Context: an optimization exercise on an open-source flow, tuned for small area, a short achievable clock period and few clock cycles. The choices shown serve that exercise and are no tape-out recipe. In this exercise RTL edits were held to simulation tests only and were not proved equivalent to the original. No activity file was given, so power comes from the tool's default toggle rates.

==> flow/design.v (excerpt) <==
module modbus_core (
    input  wire        clk,
    input  wire        rst,
    input  wire        rx_valid,
    input  wire [7:0]  rx_data,
    input  wire        rx_last,
    output wire        rx_ready,
    output wire        tx_valid,
    output wire [7:0]  tx_data,
    output wire        tx_last,
    input  wire        tx_ready,
    input  wire        host_en,
    input  wire        host_we,
    input  wire [1:0]  host_space,    
    input  wire [4:0]  host_addr,
    input  wire [15:0] host_wdata,
    output wire [15:0] host_rdata
);
export LEC_CHECK = 0
export CAP_MARGIN = 20
export CORE_MARGIN = 2
export CORE_UTILIZATION = 40
export PLACE_DENSITY = 0.72
export SLEW_MARGIN = 20
create_clock -name core_clock -period 12.0 [get_ports {clk}]
standard.sh (not shown) runs the stock make flow with config.mk's settings and CLKGATE_MAP_FILE= SYNTH_SCRIPT=/design/flow/synth_recipe.tcl, a recipe that flattens the netlist after the stock synthesis.
==> flow/flow/run.sh <==
#!/bin/bash
set -euo pipefail
bash standard.sh SETUP_SLACK_MARGIN=8 \
  "BUFFER_PORTS_ARGS=-buffer_cell sky130_fd_sc_hd__buf_4" \
  "CTS_ARGS=-sink_clustering_enable -repair_clock_nets -sink_clustering_size 25 -sink_clustering_max_diameter 50 -dont_use_dummy_load" \
  finish > flow.log 2>&1
Testbench counts at the start, summed over its fixed seeds: cycles 26,601.
Edit:
==> flow/flow/run.sh (replaced) <==
#!/bin/bash
set -euo pipefail
bash standard.sh SETUP_SLACK_MARGIN=8 \
  "BUFFER_PORTS_ARGS=-buffer_cell sky130_fd_sc_hd__buf_4" finish > flow.log 2>&1
--- a/flow/config.mk
+++ b/flow/config.mk
@@ -10,3 +10,4 @@
 export CORE_UTILIZATION = 40
-export PLACE_DENSITY = 0.72
+export CTS_CLUSTER_DIAMETER = 50
+export CTS_CLUSTER_SIZE = 25
 export SLEW_MARGIN = 20
The changed run produced a clean layout.
Area after synthesis stays the same.
First-iteration DRC count is lower by a few percent.
Design area grows by a few percent.
Die area is unchanged.
Power came out higher by roughly a tenth.
Edit:
==> flow/flow/run.sh (replaced) <==
#!/bin/bash
set -euo pipefail
bash standard.sh SETUP_SLACK_MARGIN=8 \
  "BUFFER_PORTS_ARGS=-buffer_cell sky130_fd_sc_hd__buf_4" \
  "CTS_ARGS=-sink_clustering_enable -repair_clock_nets -sink_clustering_size 25 -sink_clustering_max_diameter 50 -dont_use_dummy_load" \
  finish > flow.log 2>&1
--- a/flow/config.mk
+++ b/flow/config.mk
@@ -10,4 +10,2 @@
 export CORE_UTILIZATION = 40
-export CTS_CLUSTER_DIAMETER = 50
-export CTS_CLUSTER_SIZE = 25
 export SLEW_MARGIN = 20
After rerunning: The new run ran to the end with no violations; routed wire length fell by 1.3%; fmax went down by 0.81%; register-to-register slack is worse by 0.02 ns; synthesized area is unchanged.
Edit:
--- a/flow/config.mk
+++ b/flow/config.mk
@@ -7,5 +7,5 @@
 export LEC_CHECK = 0
-export CAP_MARGIN = 20
+export CAP_MARGIN = 10
 export CORE_MARGIN = 2
 export CORE_UTILIZATION = 40
-export SLEW_MARGIN = 20
+export SLEW_MARGIN = 10
Result: Wire length goes up by 0.52%; global-route usage climbs by 0.22 points; synthesized cell count does not change; count of clock-buffer cells in the layout drops by 5; clock power is lower by about 2%; setup slack is better by 0.060 ns; final area came out higher by 1.3%.


## rev 12
modbus_core, a different RTL version from the one above (not shown whole).
Size: about 5300 cells after synthesis, ~65 I/O pins.
==> flow/config.mk <==
export PLATFORM = sky130hd
export DESIGN_NAME = modbus_core
export DESIGN_NICKNAME = modbus_core
export VERILOG_FILES = /design/flow/design.v
export SDC_FILE = /design/flow/constraint.sdc
export NUM_CORES = 4
export LEC_CHECK = 0
export CAP_MARGIN = 20
export CORE_MARGIN = 2
export CORE_UTILIZATION = 40
export CTS_CLUSTER_DIAMETER = 60
export CTS_CLUSTER_SIZE = 30
export SLEW_MARGIN = 20
==> flow/constraint.sdc <==
create_clock -name core_clock -period 12.0 [get_ports {clk}]
set_input_delay 2.4000 -clock core_clock [delete_from_list [all_inputs] [get_ports {clk}]]
set_output_delay 2.4000 -clock core_clock [all_outputs]
set_load 0.01 [all_outputs]
==> flow/flow/run.sh <==
#!/bin/bash
set -euo pipefail
bash standard.sh SETUP_SLACK_MARGIN=8 finish > flow.log 2>&1
Rev 12 finished every step from synthesis to the final layout, and the layout passed the timing, design-rule and antenna checks.
Testbench counts of rev 12, summed over its fixed seeds: cycles 26,601.
The inputs of rev 13 differ from those of rev 12 as listed below.
- a deleted CTS_CLUSTER_DIAMETER that had been 60
- a deleted CTS_CLUSTER_SIZE that had been 30
==> flow/flow/run.sh <==
#!/bin/bash
set -euo pipefail
bash standard.sh SETUP_SLACK_MARGIN=7.5 finish > flow.log 2>&1
[summary]
- Rev 13 | stages: all done | timing, DRC, antenna: all pass
- Rev 12 was carried through to the last stage, and its layout satisfied the timing, design-rule and antenna checks.
- Weighted congestion at the end of routability-driven global placement for rev 13: 0.30% up relative to rev 12
- Rev 13 against rev 12: insertion delay to the later sink of the worst-skew pair flat; count of placed standard cells including taps grew by about 0.6%.


Setup of old:
Another version of the RTL of modbus_core (not shown whole).
For scale: about 5500 cells after synthesis, ~2100 flip-flops.
make LEC_CHECK=0 CAP_MARGIN=20 CORE_MARGIN=2 CORE_UTILIZATION=40 CTS_CLUSTER_DIAMETER=50 CTS_CLUSTER_SIZE=25 SETUP_SLACK_MARGIN=5 SLEW_MARGIN=20 finish   # period 12.0 ns
run.sh (not shown) runs the stock make flow with config.mk's settings and CLKGATE_MAP_FILE= SYNTH_SCRIPT=/design/flow/synth_recipe.tcl, a recipe that flattens the netlist after the stock synthesis.
Stock flow here: none of the scripts above is used.
Testbench counts of old, summed over its fixed seeds: cycles 26,601.
Modified inputs, new compared to old
Settings: SETUP_SLACK_MARGIN: 5 -> unset.
==> flow/flow/run.sh (new file) <==
#!/bin/bash
set -euo pipefail
bash standard.sh SETUP_SLACK_MARGIN=8 \
  "BUFFER_PORTS_ARGS=-buffer_cell sky130_fd_sc_hd__buf_4" finish > flow.log 2>&1
==> flow/standard.sh (new file) <==
#!/bin/bash
# synth_recipe.tcl (not shown) runs the flow's synth.tcl, then flattens the netlist and writes it again
# the make line also repeats each setting of config.mk as NAME=value (left out here)
make -C /OpenROAD-flow-scripts/flow DESIGN_CONFIG=/design/flow/config.mk WORK_HOME=/design/flow/orfs CLKGATE_MAP_FILE= SYNTH_SCRIPT=/design/flow/synth_recipe.tcl "${@:-finish}"
removed: flow/run.sh
==> notes.md <==
When the final numbers for new and old were put side by side, the final layout net count turned out to be smaller in old. Power per cell area on new is down relative to old. Route | new vs old | wire longer in new. Post-route total power: old vs new, no meaningful difference. The share of total power in sequential cells on new is in line with that on old. Min arrival time reported for the critical path endpoint across new and old: new. Final cell area: new above old. new ended with more met1 demand-to-capacity share in global routing than old. When new is set beside old, its combinational power turns out to be about 33% larger. Relative to old, the growth of design area from synthesis to finish of new is higher by 7.0 points.

-- afterwards: timing with drivers on the ports --
The flow's constraints put no driver on any port. The routed layouts listed below were extracted and timed again, unchanged, in two steps. Step 1, drivers: a clkbuf_16 drives clk and a buf_2 each remaining input, both assumed. Step 2 also shifts input and output timing later by t, the mid clock arrival at the registers, as if the neighbouring blocks saw the same clock. a / b / c = ideal / step 1 / step 2; a / b = the first two.
run	t (ns)	slack for setup (ns)	worst setup path at the end	latest minus earliest clock arrival (ns)	slew at the worst register clock pin (ns)
the first run of note 1	0.898	7.505 / 7.452 / 6.554	input to register	0.161 / 0.161	0.09 / 0.09
the second run of note 1	0.954	7.617 / 7.586 / 6.631	input to register	0.116 / 0.117	0.10 / 0.10
the third run of note 1	0.910	7.581 / 7.537 / 6.627	input to register	0.150 / 0.151	0.09 / 0.09
the fourth run of note 1	0.904	7.642 / 7.537 / 6.632	input to register	0.170 / 0.169	0.09 / 0.09
rev 12	0.938	7.592 / 7.646 / 6.708	input to register	0.114 / 0.114	0.12 / 0.12
rev 13	0.935	7.428 / 7.392 / 6.457	input to register	0.132 / 0.132	0.07 / 0.07
old	0.946	5.219 / 5.280 / 4.334	input to register	0.073 / 0.072	0.10 / 0.10
new	0.931	7.663 / 7.489 / 6.558	input to register	0.089 / 0.090	0.10 / 0.10
After both steps every run listed still meets setup and hold. For new, which loses most, drivers alone change the setup slack by -0.174 ns; drivers and shift together by -1.105 ns.
